This design comes from an exercise in tuning for small area, a short achievable clock period and few clock cycles per item on the open sky130 flow, not from production work. In this exercise RTL edits were held to simulation tests only and were not proved equivalent to the original. No activity file was given, so power comes from the tool's default toggle rates.

==> flow/design.v (outline; a module is shown in full before it is edited, if it fits) <==
// module gf128_unit: 504 lines
module gf128_unit (
    input  wire         clk,
    input  wire         rst,
    input  wire         in_valid,
    output wire         in_ready,
    input  wire [1:0]   in_op,
    input  wire [127:0] in_data,
    output reg          out_valid,
    output reg          out_err,
    output wire [127:0] out_data
);
  // ...
==> flow/run.sh <==
#!/bin/bash
# synth_recipe.tcl (not shown) runs the flow's synth.tcl, then flattens the netlist and writes it again
# the make line also repeats each setting of config.mk as NAME=value (left out here)
make -C /OpenROAD-flow-scripts/flow DESIGN_CONFIG=/design/flow/config.mk WORK_HOME=/design/flow/orfs CLKGATE_MAP_FILE= SYNTH_SCRIPT=/design/flow/synth_recipe.tcl finish
==> flow/config.mk <==
export PLATFORM = sky130hd
export DESIGN_NAME = gf128_unit
export DESIGN_NICKNAME = gf128_unit
export VERILOG_FILES = /design/flow/design.v
export SDC_FILE = /design/flow/constraint.sdc
export NUM_CORES = 4
export LEC_CHECK = 0
export CAP_MARGIN = 20
export CORE_MARGIN = 2
export CORE_UTILIZATION = 40
export PLACE_DENSITY = 0.6
export SETUP_SLACK_MARGIN = 1.25
export SLEW_MARGIN = 20
==> flow/constraint.sdc <==
create_clock -name core_clock -period 5.0 [get_ports {clk}]
set_input_delay 1.0000 -clock core_clock [delete_from_list [all_inputs] [get_ports {clk}]]
set_output_delay 1.0000 -clock core_clock [all_outputs]
set_load 0.01 [all_outputs]
==> out/results.tsv, run 1 <==
metric	value	unit
buffer count from post-CTS setup fixing	64	
#MultiIn Comb	9414	
largest net degree at the start of global routing	163	
slew of the pin with the lowest slew margin	1220	ps
Synth area leaders	xnor2_1, nand2_1, xor2_1	
Worst Hold Slack	450	ps
layout clock buffer count	79	
Worst path max stage delay	650	ps
CTS tree	yes	
wire per inst	31.3	um
status	no timing/DRC/antenna violations	
Data buffer area share	11.3	%
Sequential Power Share	14.4	%
multi-input combinational area share	69.1	%
uppermost layer routed	met5	
routed length on met2	162	mm
crit path capture	c_x[3]	
crit-path cells	buf_12, nand2_1, xnor2_1, xnor2_1, xnor2_1, xnor2_1, xnor2_1, xnor2_1, buf_4, o211ai_1, xor2_1, o21ai_4	
CTS H-tree lvls	2	
Post-Route Utilization	46.2	%
Min-Delay Startpoint	step[0]	
final setup vio count	0	
GRT Overall Usage	42.2	%
total power	47.0	mW
Crit. path cell count	12	
XOR/XNOR share of the synthesized area	51.3	%
Initial DRT Pass Iterations	7	
die height	440	um
sequential cell area share	13.6	%
global-route wire length before repair	585	mm
Initial Util	40.3	%
Mapped Area	75900	sq um
most frequent cells after synthesis	nand2_1, xnor2_1, xor2_1, dfxtp_1, clkbuf_1	
via count	81117	
Sw Ratio	55.8	%
CP Launch Type	register	
power share of the clock group	10.3	%
GPL Wtd Cong	1.03	
Testbench counts, summed over its fixed seeds: cycles 2,760, items 672.
==> inputs of run 2 (changes only) <==
--- a/flow/design.v
+++ b/flow/design.v
@@ -18,17 +18,16 @@
     reg [127:0] h;         
     reg         hvalid;
     reg [127:0] acc;       
     reg         acc_zero;  
     reg         c_valid;
     reg [1:0]   c_op;
     reg [127:0] c_x;       
     reg [1:0] step;
-    reg [127:0] zr;        
     assign out_data = acc;
     wire mul_cmd  = (c_op[0] ^ c_op[1]) & hvalid;    
     wire last     = (step == NS - 1);
     wire done_now = c_valid & (!mul_cmd | last);
     assign in_ready = !c_valid | done_now;
     wire accept   = in_valid & in_ready & !rst;
     wire [127:0] hp, dp;
     wire [D-1:0] dg;       
@@ -37,17 +36,22 @@
         for (gi = 0; gi < 128; gi = gi + 1) begin : g_rev
             assign hp[gi] = h[127 - gi];
             assign dp[gi] = in_data[127 - gi];
         end
         for (gi = 0; gi < D; gi = gi + 1) begin : g_dig
             assign dg[gi] = c_x[D - 1 - gi];
         end
     endgenerate
-    wire [127:0] zs = (step == 0) ? 128'd0 : zr;
+    wire [127:0] zs;
+    generate
+        for (gi = 0; gi < 128; gi = gi + 1) begin : g_zs
+            assign zs[gi] = (step != 0) & acc[127 - gi];
+        end
+    endgenerate
     wire [158:0] s;
     assign s[0] = (dg[0] & hp[0]);
     assign s[1] = ((dg[0] & hp[1]) ^ (dg[1] & hp[0]));
     assign s[2] = ((dg[2] & hp[0]) ^ ((dg[0] & hp[2]) ^ (dg[1] & hp[1])));
     assign s[3] = (((dg[0] & hp[3]) ^ (dg[1] & hp[2])) ^ ((dg[2] & hp[1]) ^ (dg[3] & hp[0])));
     assign s[4] = (((dg[2] & hp[2]) ^ (dg[3] & hp[1])) ^ ((dg[4] & hp[0]) ^ ((dg[0] & hp[4]) ^ (dg[1] & hp[3]))));
     assign s[5] = (((dg[4] & hp[1]) ^ (dg[5] & hp[0])) ^ (((dg[0] & hp[5]) ^ (dg[1] & hp[4])) ^ ((dg[2] & hp[3]) ^ (dg[3] & hp[2]))));
     assign s[6] = (((dg[6] & hp[0]) ^ ((dg[0] & hp[6]) ^ (dg[1] & hp[5]))) ^ (((dg[2] & hp[4]) ^ (dg[3] & hp[3])) ^ ((dg[4] & hp[2]) ^ (dg[5] & hp[1]))));
@@ -462,27 +466,27 @@
     assign znd[127] = ((zs[95] ^ dp[127]) ^ s[127]);
     wire [127:0] zw, zwd;   
     generate
         for (gi = 0; gi < 128; gi = gi + 1) begin : g_out
             assign zw[127 - gi]  = zn[gi];
             assign zwd[127 - gi] = znd[gi];
         end
     endgenerate
-    wire mul_we  = c_valid & mul_cmd & last;
+    wire mul_run = c_valid & mul_cmd;           
+    wire mul_we  = mul_run & last;              
     wire load_we = c_valid & (c_op == OP_LOADZ);
     wire acc_zero_next = rst | (acc_zero & !(mul_we | load_we));
-    wire [127:0] acc_next = mul_we ? zw : (load_we ? c_x : acc);
+    wire [127:0] acc_next = mul_run ? zw : (load_we ? c_x : acc);
     wire in_fold = (in_op == OP_FOLD) & !acc_zero_next;
     wire [127:0] x_next = !in_fold ? in_data :
                           mul_we   ? zwd : ((load_we ? c_x : acc) ^ in_data);
     always @(posedge clk) begin
         acc      <= acc_next;
         acc_zero <= acc_zero_next;
-        zr       <= zn;
         if (accept) begin
             c_op <= in_op;
             c_x  <= x_next;
             step <= 0;
         end else begin
             c_x  <= c_x >> D;
             step <= step + 1'b1;
         end
==> flow/config.mk (replaced) <==
export PLATFORM = sky130hd
export DESIGN_NAME = gf128_unit
export DESIGN_NICKNAME = gf128_unit
export VERILOG_FILES = /design/flow/design.v
export SDC_FILE = /design/flow/constraint.sdc
export NUM_CORES = 4
export LEC_CHECK = 0
export CAP_MARGIN = 20
export CORE_MARGIN = 2
export CORE_UTILIZATION = 40
export PLACE_DENSITY = 0.6
export SETUP_SLACK_MARGIN = 1.5
export SLEW_MARGIN = 20
==> run 2 against run 1 <==
Effect of this change: still clean; non-clock buffer count fell by 75; critical path depth did not move; clock power fell by 19%; worst setup slack improved by 230 ps; clock skew fell by 12 ps; final area fell by 3.5%; sequential power fell by 24%; via count fell by 3.3%; utilization fell by 0.27 points; total power fell by 29%; final cell count fell by 2.4%; routed wire length fell by 5.1%; critical endpoint is now c_x[32].
==> out/results.tsv, run 2 <==
metric	value	unit	change
status	no timing/DRC/antenna violations		unchanged
DR DRC count	0		unchanged
slew of the pin with the lowest slew margin	1190	ps	was 1220 ps
share of layout cells above drive strength 1	7.86	%	was 8.24%
Hold Path Class	register to register		unchanged
wire per inst	30.4	um	was 31.3 um
crit end category	register		unchanged
largest net degree at the start of global routing	148		was 163
highest-count cells in the layout ignoring fill and taps	nand2_1, xnor2_1, xor2_1, buf_4, clkdlybuf4s50_1		was nand2_1, xnor2_1, xor2_1, buf_4, dfxtp_1
1st-iter DRT viols	13742		was 14644
core area	183000	sq um	was 188000 sq um
fin crit share	73.3	%	was 78.0%
Post-DRT Antenna Nets	0		unchanged
Mapped Area	73400	sq um	was 75900 sq um
most common cell in the netlist	nand2_1		unchanged
commonest non-fill, non-tap cell in the layout	nand2_1		unchanged
crit-path max FO	73		was 41
CTS tree	yes		unchanged
hold_buf cts	0		unchanged
multi-input logic area	60400	sq um	was 60000 sq um
RSZ-0062 raised after global routing	true		unchanged
Max clock buf depth	3		unchanged
Sw Ratio	52.3	%	was 55.8%
leading registers by flop count	acc x128, c_x x128, h x128		
Ys Warns	1		unchanged
Internal	15.9	mW	was 20.8 mW
Initial DRT Pass Iterations	9		was 7
Distinct cells, synth	40		was 39
post-route setup slack	1330	ps	was 1100 ps
hpwl dp	252	mm	was 267 mm
die area	187000	sq um	was 193000 sq um
die width	432	um	was 440 um
CTS Root Buffer Type	clkbuf_16		unchanged
Final Hold Violating Endpoints	0		unchanged
final cell count without fillers	13225		was 13553
syn nets	10927		was 11036
later-pin clock latency in the skew report	710	ps	was 760 ps
fin. max-slew vios	0		unchanged
CTS Buf Count	50		was 59
CP arrival	4210	ps	was 4470 ps
Leak	28.5	nW	was 29.1 nW
most frequent cells after synthesis	nand2_1, xnor2_1, xor2_1, buf_2, clkbuf_1		was nand2_1, xnor2_1, xor2_1, dfxtp_1, clkbuf_1
critical path class	register to register		unchanged
sequential area share after synthesis	12.5	%	was 15.5%
Layout area overhead	14.3	%	was 14.5%
placed insts	12921		was 13267
final WL	402	mm	was 424 mm
Fill cells	18244		was 18818
final setup vio count	0		unchanged
via count	78457		was 81117
GPL Wtd Cong	1.01		was 1.03
Peak Freq	0.273	GHz	was 0.256 GHz
EDFF count, synth	130		unchanged
power share of the clock group	11.8	%	was 10.3%
Via density	5.93		was 5.99
combinational power share	72.8	%	was 75.3%
PortBufs	263		unchanged
# rows	157		was 159
vias in the first global route	72148		was 76011
Register Area	9290	sq um	was 11900 sq um
min cycle time layout	3670	ps	was 3900 ps
io pins	264		unchanged
Post-synth ARST share	0	%	unchanged
Pwr Density	396	nW/um^2	was 541 nW/um^2
register bit total from synthesis	393		was 521
global-route wire length before repair	550	mm	was 585 mm
DP Worst Slack	1160	ps	was 772 ps
initial antenna violation count	29		was 50
GRT Overall Usage	40.7	%	was 42.2%
setup TNS	0	ps	unchanged
relative slew slack	20.6	%	was 18.9%
max_cap viols	0		unchanged
switching pwr	17.4	mW	was 26.3 mW
Yosys top cell by area	xnor2_1		unchanged
Nets	10921		was 11115
Worst Path Required	5540	ps	was 5570 ps
Main synth FF type	dfxtp_1		unchanged
Sequential Power Share	15.3	%	was 14.4%
Synth area leaders	xnor2_1, nand2_1, xor2_1		unchanged
Worst Hold Slack	458	ps	was 450 ps
GRT overflow	0		unchanged
syn_area_per_cell	6.80	sq um	was 6.97 sq um
Worst Skew	33.6	ps	was 46.0 ps
die height	432	um	was 440 um
CP Launch Type	register		unchanged
Initial Util	40.2	%	was 40.3%
Clock transition at path regs	60	ps	was 70 ps
CTS H-tree lvls	2		unchanged
worst vdd ir	523	uV	was 967 uV
Clock Sinks	393		was 521
Synth top area share	38.6	%	was 36.9%
cells after synthesis	10790		was 10899
[run 2: power by group through the flow]
| stage | Sequential (mW) | Combinational, mW | Clock (mW) |
|---|---|---|---|
| after floorplan | 4.23 | 14.3 | 0 |
| after global placement | 5.20 | 21.2 | 0 |
| after detailed placement | 5.18 | 21.3 | 0 |
| after CTS | 5.06 | 22.2 | 3.91 |
| after global routing | 5.03 | 24.5 | 4.04 |
| final | 5.10 | 24.2 | 3.94 |
[run 2: repair_timing]
item                       4_1_cts  5_1_grt
resized for setup               40       91
pin swaps                        1        5
gates cloned                     2        4
setup buffers                   52      138
setup endpoints to repair       79       96
[run 2: per-stage QoR]
stage	utilization [%]	instance area, sq um	power, mW
floorplan	-	73400	18.5
global placement	43.3	79100	26.4
detailed placement	43.3	79100	26.5
CTS	44.8	81800	31.1
global route	45.9	83900	33.6
finish	45.9	83900	33.2
[run 2: final cells by class]
cell class                 count  share of cell area, %
multi-input combinational   9431                   72.0
timing repair buffer         899                   11.2
clock buffer                  73                   1.78
tap                         2385                   3.56
sequential                   393                   11.1
clock inverter                21                  0.246
inverter                       9                 0.0403
antenna                       14                 0.0418
[run 2: cells by family (layout without fill, tap and decap cells)]
group | Yosys count | count (layout) | share of synthesized area [%]
adders and majority gates | 4 | 4 | 0.0682
other | 0 | 14 | 0
and+or+nand+nor | 4612 | 4612 | 24.0
DFF | 393 | 393 | 12.5
AOI/OAI and AO/OA | 372 | 372 | 2.96
buffers and inverters | 966 | 1002 | 5.92
muxes | 129 | 129 | 1.76
xor gates and xnor gates | 4314 | 4314 | 52.8
[run 2: final timing paths]
| check | start | end | slack (ps) | cells after the start |
|---|---|---|---|---|
| worst max-delay path | c_x[20] | c_x[32] | 1330 | 12 |
| worst min-delay path | step[0] | step[0] | 460 | 1 |
| worst max register to register | c_x[20] | c_x[32] | 1330 | 12 |
| worst min register to register | step[0] | step[0] | 460 | 1 |
[run 2: critical path: stages (launching register included)]
cell and delay, ps:
dfxtp_4 590, buf_12 490, nand2_1 140, xor2_1 180, xnor2_1 270, xnor2_1 180
xnor2_1 110, xnor2_1 340, xnor2_1 110, buf_4 180, o211ai_1 270, xor2_2 410
o21ai_0 120
[run 2: metal layers]
metal / global-route usage, % / vias up / wire length [um]
li1: - / 32408 / -
met1: 50.5 / 36527 / 138000
met2: 56.0 / 7458 / 155000
met3: 15.2 / 2040 / 69100
met4: 32.0 / 24 / 39700
met5: 0.911 / - / 301
Testbench counts of run 2, summed over its fixed seeds: cycles 2,760, items 672.
==> inputs of run 3 (changes only) <==
--- a/flow/config.mk
+++ b/flow/config.mk
@@ -10,4 +10,4 @@
 export CORE_UTILIZATION = 40
 export PLACE_DENSITY = 0.6
-export SETUP_SLACK_MARGIN = 1.5
+export SETUP_SLACK_MARGIN = 1.75
 export SLEW_MARGIN = 20
==> run 3 against run 2 <==
Effect of this change: critical endpoint unchanged; critical path depth up 1; sequential share of layout area shrank 0.59 points; total power grew 8.4%; combinational power up 12%; via count rose by 4.5%; worst setup slack improved by 200 ps; register-to-register slack improved by 200 ps; still clean; first-iteration DRC count grew 14%; global-route usage rose by 1.6 points.
==> out/results.tsv, run 3 <==
metric	value	unit	change
FF-to-FF path depth	13		was 12
area share of fa/ha/maj cells after synthesis	0.0682	%	unchanged
Peak Freq	0.289	GHz	was 0.273 GHz
CTS H-tree lvls	2		unchanged
Synth top area share	38.6	%	unchanged
Final Hold Violating Endpoints	0		unchanged
GRT Overall Usage	42.3	%	was 40.7%
PortBufs	263		unchanged
dpl cell area	79100	sq um	unchanged
post-route setup slack	1540	ps	was 1330 ps
highest-count cells in the layout ignoring fill and taps	nand2_1, xnor2_1, xor2_1, buf_4, clkdlybuf4s50_1		unchanged
largest family of logic cells by synthesized area	XOR/XNOR gates		unchanged
Main synth FF type	dfxtp_1		unchanged
register bit total from synthesis	393		unchanged
wire per inst	31.8	um	was 30.4 um
Post-Route Utilization	48.6	%	was 45.9%
syn_area_per_cell	6.80	sq um	unchanged
total power	36.0	mW	was 33.2 mW
status	no timing/DRC/antenna violations		unchanged
slew of the pin with the lowest slew margin	1210	ps	was 1190 ps
hold_buf cts	0		unchanged
Worst Skew	31.2	ps	was 33.6 ps
Worst Path Required	5560	ps	was 5540 ps
final setup vio count	0		unchanged
Via density	6.06		was 5.93
Hold Path Class	register to register		unchanged
Mapped Area	73400	sq um	unchanged
commonest non-fill, non-tap cell in the layout	nand2_1		unchanged
CP Launch Type	register		unchanged
syn nets	10927		unchanged
register-to-register setup slack	1540	ps	was 1330 ps
XOR/XNOR share of the synthesized area	52.8	%	unchanged
Hold Crit Depth	0		was 1
Post-synth ARST share	0	%	unchanged
crit end category	register		unchanged
final cell count without fillers	13531		was 13225
initial antenna violation count	35		was 29
CTS tree	yes		unchanged
io pins	264		unchanged
capturing point of the worst reg2reg path	c_x[32]		unchanged
most common cell in the netlist	nand2_1		unchanged
Pwr Density	406	nW/um^2	was 396 nW/um^2
crit path capture	c_x[32]		unchanged
global-route wire length before repair	567	mm	was 550 mm
worst vdd ir	534	uV	was 523 uV
setup TNS	0	ps	unchanged
via count	82025		was 78457
DP Worst Slack	1160	ps	unchanged
CTS Buf Count	50		unchanged
sequential area share after synthesis	12.5	%	unchanged
Clock Sinks	393		unchanged
Min-Delay Startpoint	c_x[92]		was step[0]
fin. max-slew vios	0		unchanged
max_cap viols	0		unchanged
post-synthesis compound-gate area fraction	2.96	%	unchanged
later-pin clock latency in the skew report	720	ps	was 710 ps
die height	432	um	unchanged
core area	183000	sq um	unchanged
# rows	157		unchanged
die area	187000	sq um	unchanged
Finished Cell Area	88800	sq um	was 83900 sq um
Simple-Gate Fraction of Synth Area	24.0	%	unchanged
Layout area overhead	21.0	%	was 14.3%
hpwl dp	252	mm	unchanged
largest net degree at the start of global routing	148		unchanged
Synth area leaders	xnor2_1, nand2_1, xor2_1		unchanged
Yosys top cell by area	xnor2_1		unchanged
crit path from	c_x[11]		was c_x[20]
Initial DRT Pass Iterations	10		was 9
DR DRC count	0		unchanged
final WL	430	mm	was 402 mm
Post-DRT Antenna Nets	0		unchanged
share of layout cells above drive strength 1	11.4	%	was 7.86%
critical path class	register to register		unchanged
GPL Wtd Cong	1.01		unchanged
Leak	31.1	nW	was 28.5 nW
1st-iter DRT viols	15599		was 13742
Initial Util	40.2	%	unchanged
Nets	11217		was 10921
most frequent cells after synthesis	nand2_1, xnor2_1, xor2_1, buf_2, clkbuf_1		unchanged
placed insts	12921		unchanged
Worst Hold Slack	462	ps	was 458 ps
EDFF count, synth	130		unchanged
fin crit share	69.3	%	was 73.3%
post-synthesis mux area share	1.76	%	unchanged
RSZ-0062 raised after global routing	true		unchanged
GRT overflow	0		unchanged
Max clock buf depth	3		unchanged
Distinct cells, synth	40		unchanged
vias in the first global route	73806		was 72148
Fill cells	17692		was 18244
Ys Warns	1		unchanged
cells after synthesis	10790		unchanged
die width	432	um	unchanged
CTS Root Buffer Type	clkbuf_16		unchanged
crit-path max FO	45		was 73
leading registers by flop count	acc x128, c_x x128, h x128		unchanged
reg2reg start	c_x[11]		was c_x[20]
CP arrival	4020	ps	was 4210 ps
min cycle time layout	3460	ps	was 3670 ps
Clock transition at path regs	70	ps	was 60 ps
relative slew slack	18.9	%	was 20.6%
-- run 3: cell counts after synthesis --
No cell type changed its count.
-- run 3: cell families (layout without fill, tap and decap cells) --
logic type	Yosys count	in the layout
other	0	24
DFF	393	393
xor gates and xnor gates	4314	4314
buffers and inverters	966	1298
adders and majority gates	4	4
and+or+nand+nor	4612	4612
AOI/OAI and AO/OA	372	372
muxes	129	129
-- run 3: power breakdown --
part	internal [mW]	switching, mW
logic	11.6	15.5
clock network	2.15	1.81
registers	3.71	1.32
total	17.4	18.6
-- run 3: worst min path at each step --
stage | end | slack [ps]
floorplan | step[0] | 420
finish | h[92] | 460
detailed placement | step[0] | 440
global route | h[100] | 480
CTS | step[0] | 420
global placement | step[0] | 440
-- run 3: timing repair --
item | 4_1_cts | 5_1_grt
pin swaps | 19 | 99
gates cloned | 12 | 28
setup buffers | 287 | 165
gates resized for setup | 158 | 241
endpoints found under the setup margin | 168 | 134
-- run 3: worst max-delay path: stages, from the launching register on --
cell      delay, ps
dfxtp_4         420
buf_12          150
buf_12          370
nand2_1         140
xnor2_1         250
xnor2_1         170
xnor2_1         120
xnor2_1         250
xnor2_2         190
xnor2_1         110
buf_4           190
o211ai_1        280
xor2_2          480
o21ai_1         130
-- run 3: cell type report --
class / instances / area, sq um / share of cell area, %
diodes: 24 / 60.1 / 0.0676
flip-flops and latches: 393 / 9300 / 10.5
inverters: 9 / 33.8 / 0.0380
repair buffers: 1195 / 13400 / 15.1
clock buffers: 73 / 1490 / 1.68
well taps: 2385 / 2980 / 3.36
clock inverters: 21 / 206 / 0.233
multi-input cells: 9431 / 61300 / 69.1
-- run 3: layer usage --
layer  vias up  GRT usage, %  routed length (um)
met5         -         0.104                 428
met4        24          34.2               48400
met3      2647          18.1               77400
met2      8111          57.5              159000
met1     38212          51.2              144000
li1      33031             -                   -

[static timing again, ports no longer ideal]
In the flow no input, the clock included, has a driving cell. The finished layouts below were timed again as built, in two steps.
Step 1 assumes that a clkbuf_16 drives the clock port and a buf_2 every other input.
Step 2 moves the port delays by t, midway between the first and last clock arrival at a register: inputs arrive t later, outputs are due t later. That takes back most of the time a late clock gives input paths.
Slacks: ideal ports / drivers / drivers and shift; pairs: ideal ports / drivers.
run	shift t [ns]	setup WS [ns]	worst hold slack (ns)	clock arrival spread, ns	worst slew at a driven data input, ns
run 1	0.829	1.101 / 1.101 / 1.051	0.450 / 0.450 / 0.450	0.046 / 0.046	0.12
run 2	0.775	1.333 / 1.333 / 1.285	0.458 / 0.458 / 0.458	0.034 / 0.034	0.07
run 3	0.783	1.537 / 1.537 / 1.407	0.462 / 0.462 / 0.462	0.031 / 0.032	0.07
After both steps every run listed still meets setup and hold. The setup slack of run 3, which loses most, moves by 0.000 ns with the drivers and by -0.130 ns with both steps.
